Background: an optimization exercise with open tools, aiming at small area. Do not read the settings as production practice.
Where RTL was checked, it was by simulation tests only, not by an equivalence proof against the original.
Power is estimated from default activity; no workload was simulated.

==> flow/design.v (excerpt) <==
module b62_core (
    input  wire         clk,
    input  wire         rst,       
    input  wire         start,     
    input  wire         dec,       
    input  wire [1:0]   sel,       
    input  wire [5:0]   len,       
    input  wire [343:0] din,
    output wire         ready,
    output reg          done,
    output wire [1:0]   err,       
    output wire [5:0]   err_idx,   
    output wire [5:0]   out_len,
    output wire [343:0] dout
);
For scale: about 1400 cells after synthesis, roughly 390 flip-flops, ~0.015 mm^2 of cells after synthesis.
Settings: LEC_CHECK=0, CAP_MARGIN=20, CORE_MARGIN=2, CORE_UTILIZATION=40, SLEW_MARGIN=20; clock period 5.5 ns.
standard.sh (not shown) runs the stock make flow with config.mk's settings and CLKGATE_MAP_FILE= SYNTH_SCRIPT=/design/flow/synth_recipe.tcl, a recipe that flattens the netlist after the stock synthesis.
==> flow/flow/run.sh <==
#!/bin/bash
# The standard layout (standard.sh), with two changes to how it is made:
# ports are buffered with the smallest buffer instead of a delay buffer, and
# clock tree synthesis uses small clock buffers and no dummy loads.
set -euo pipefail
export BUFFER_PORTS_ARGS="-buffer_cell sky130_fd_sc_hd__buf_1"
export CTS_ARGS="-sink_clustering_enable -repair_clock_nets -dont_use_dummy_load -buf_list {sky130_fd_sc_hd__clkbuf_16} -sink_clustering_size 28 -sink_clustering_max_diameter 100"
bash standard.sh finish > standard.log 2>&1
The baseline aborted during I/O pin placement (3_2_place_iop).
Edit:
==> flow/flow/run.sh (replaced) <==
#!/bin/bash
# The standard layout (standard.sh), with two changes to how it is made:
# ports are buffered with the smallest buffer instead of a delay buffer, and
# clock tree synthesis uses small clock buffers and no dummy loads.
set -euo pipefail
export BUFFER_PORTS_ARGS="-buffer_cell sky130_fd_sc_hd__buf_1"
export CTS_ARGS="-sink_clustering_enable -repair_clock_nets -dont_use_dummy_load -buf_list {sky130_fd_sc_hd__clkbuf_8} -sink_clustering_size 14 -sink_clustering_max_diameter 70"
bash standard.sh finish > standard.log 2>&1
The changed run stopped in I/O pin placement (3_2_place_iop) on PPL-0024.
Synthesized area stays the same.
Synthesized cell count is unchanged.
Edit:
Settings changed: CORE_AREA from default to 4 4 211 211, CORE_MARGIN 2 to default, CORE_UTILIZATION 40 to default, DIE_AREA from default to 0 0 215 215.
This time the run ran to the end with no violations.
Area after synthesis is unchanged.
Synthesized cell count is unchanged.
Edit:
Settings changed: CORE_AREA 4 4 211 211 to default, CORE_MARGIN from default to 2, CORE_UTILIZATION from default to 33, DIE_AREA 0 0 215 215 to default.
Outcome: The new run passed the timing, design-rule and antenna checks. Worst setup slack gets worse by 0.18 ns. Count of clock-buffer cells in the layout is higher by 2. Synthesized cell count is unchanged. Clock power goes up by a few percent. Via count falls slightly.

== nickel ==
Another version of the RTL of b62_core (not shown whole).
Size in the first run: roughly 1,300 cells after synthesis, ~720 I/O pins, roughly 14,000 um2 of cells after synthesis.
clock: 5.5 ns
lec_check: 0
cap_margin: 20
core_area: 4 4 211 211
die_area: 0 0 215 215
place_density: 0.8
slew_margin: 20
==> flow/flow/run.sh <==
#!/bin/bash
# The standard layout (standard.sh), with two changes to how it is made:
# ports are buffered with the smallest buffer instead of a delay buffer, and
# clock tree synthesis uses small clock buffers and no dummy loads.
set -euo pipefail
export BUFFER_PORTS_ARGS="-buffer_cell sky130_fd_sc_hd__buf_1"
export CTS_ARGS="-sink_clustering_enable -repair_clock_nets -dont_use_dummy_load -buf_list {sky130_fd_sc_hd__clkbuf_8} -sink_clustering_size 14 -sink_clustering_max_diameter 70"
bash standard.sh finish > standard.log 2>&1
diff inputs: nickel => quartz
Settings: PLACE_DENSITY: 0.8 -> unset.
[summary]
quartz went all the way through synthesis, placement and routing and the layout is clean on timing, DRC and antenna. quartz against nickel: routed length on met2 picked up an extra 1700 um; total power picked up an extra 0.59%; sequential cell count neither gained nor lost much; largest stage delay on the critical path neither gained nor lost much. Between quartz and nickel, the difference in internal reg-to-reg setup slack is negligible. Delta (quartz minus nickel): placed cell count about even, met2 track demand over resource in global routing rose 1.6 points, final worst-path setup slack rose 0.0034 ns. nickel -> quartz: non-clock buffer count flat. The area share of fa/ha/maj cells after synthesis of nickel and that of quartz are within noise of each other.
The inputs of cedar differ from those of quartz as listed below.
Settings: PLACE_DENSITY: unset -> 0.8.
==> flow/flow/run.sh <==
#!/bin/bash
# The standard layout (standard.sh), with two changes to how it is made:
# ports are buffered with the smallest buffer instead of a delay buffer, and
# clock tree synthesis uses small clock buffers and no dummy loads.
set -euo pipefail
export BUFFER_PORTS_ARGS="-buffer_cell sky130_fd_sc_hd__buf_1"
export CTS_ARGS="-sink_clustering_enable -repair_clock_nets -dont_use_dummy_load -buf_list {sky130_fd_sc_hd__clkbuf_8} -sink_clustering_size 18 -sink_clustering_max_diameter 60"
bash standard.sh finish > standard.log 2>&1
==> comparison <==
Going from quartz to cedar, met1 layer usage reported by global route shrinks by 11 points.
Status: flip-flop and latch count parity (cedar, quartz)
cedar vs quartz — worst hold path depth rose 1.

Setup of v6:
b62_core, a different RTL version from the one above (not shown whole).
Size in the first run: about 1300 cells after synthesis, about 390 flip-flops, about 720 I/O pins, about 16000 sq um of cells after synthesis.
==> flow/config.mk <==
export PLATFORM = sky130hd
export DESIGN_NAME = b62_core
export DESIGN_NICKNAME = b62_core
export VERILOG_FILES = /design/flow/design.v
export SDC_FILE = /design/flow/constraint.sdc
export NUM_CORES = 4
export LEC_CHECK = 0
export CAP_MARGIN = 20
export CORE_MARGIN = 2
export CORE_UTILIZATION = 40
export SLEW_MARGIN = 20
==> flow/constraint.sdc <==
create_clock -name core_clock -period 5.5 [get_ports {clk}]
set_input_delay 1.1000 -clock core_clock [delete_from_list [all_inputs] [get_ports {clk}]]
set_output_delay 1.1000 -clock core_clock [all_outputs]
set_load 0.01 [all_outputs]
==> flow/flow/run.sh <==
#!/bin/bash
# The standard layout (standard.sh), with two changes to how it is made:
# ports are buffered with the smallest buffer instead of a delay buffer, and
# clock tree synthesis uses small clock buffers and no dummy loads.
set -euo pipefail
export BUFFER_PORTS_ARGS="-buffer_cell sky130_fd_sc_hd__buf_1"
export CTS_ARGS="-sink_clustering_enable -repair_clock_nets -dont_use_dummy_load -buf_list {sky130_fd_sc_hd__clkbuf_8} -sink_clustering_size 16 -sink_clustering_max_diameter 80"
bash standard.sh finish > standard.log 2>&1
diff inputs: v6 => v7
==> flow/flow/run.sh <==
#!/bin/bash
# The standard layout (standard.sh), with two changes to how it is made:
# ports are buffered with the smallest buffer instead of a delay buffer, and
# clock tree synthesis uses small clock buffers and no dummy loads.
set -euo pipefail
export BUFFER_PORTS_ARGS="-buffer_cell sky130_fd_sc_hd__buf_1"
export CTS_ARGS="-sink_clustering_enable -repair_clock_nets -dont_use_dummy_load -buf_list {sky130_fd_sc_hd__clkbuf_4 sky130_fd_sc_hd__clkbuf_8} -sink_clustering_size 12 -sink_clustering_max_diameter 60"
bash standard.sh finish > standard.log 2>&1
[summary]
v6 → v7: multi-input combinational area share went down, critical path arrival now sits at about the same level, register-to-register slack fell 0.06 ns. Of v7 and v6, it is v7 that has the higher relative area change from synthesis to final layout.
No functional check of the RTL was part of any run of this note.

==> afterwards: timing with drivers on the ports <==
How much do the figures lean on ideal ports? The routed layouts below were timed once more, with nothing changed but the port constraints.
Step 1 (the two cells are an assumption about what drives the block):
set clk [get_ports {clk}]
set_driving_cell -lib_cell sky130_fd_sc_hd__clkbuf_16 $clk
set_driving_cell -lib_cell sky130_fd_sc_hd__buf_2 [delete_from_list [all_inputs] $clk]
Step 2 times the ports against the registers' clock, not the clock port: input delays grow and output delays shrink by t, the midpoint of the rising clock arrivals with the driver on.
Slacks: no drivers / after step 1 / after step 2; pairs: no drivers / after step 1.
run	t (ns)	setup slack, ns	worst register clock-pin slew, ns
the third run of note 1	0.618	0.721 / 0.721 / 0.721	0.10 / 0.10
the fourth run of note 1	0.644	0.543 / 0.543 / 0.543	0.10 / 0.10
nickel	0.633	0.439 / 0.439 / 0.439	0.10 / 0.10
quartz	0.652	0.443 / 0.443 / 0.443	0.10 / 0.10
cedar	0.604	0.390 / 0.390 / 0.390	0.11 / 0.11
v6	0.686	0.617 / 0.617 / 0.617	0.12 / 0.12
v7	0.650	0.558 / 0.558 / 0.558	0.09 / 0.09
After both steps setup and hold are still met in every run listed.
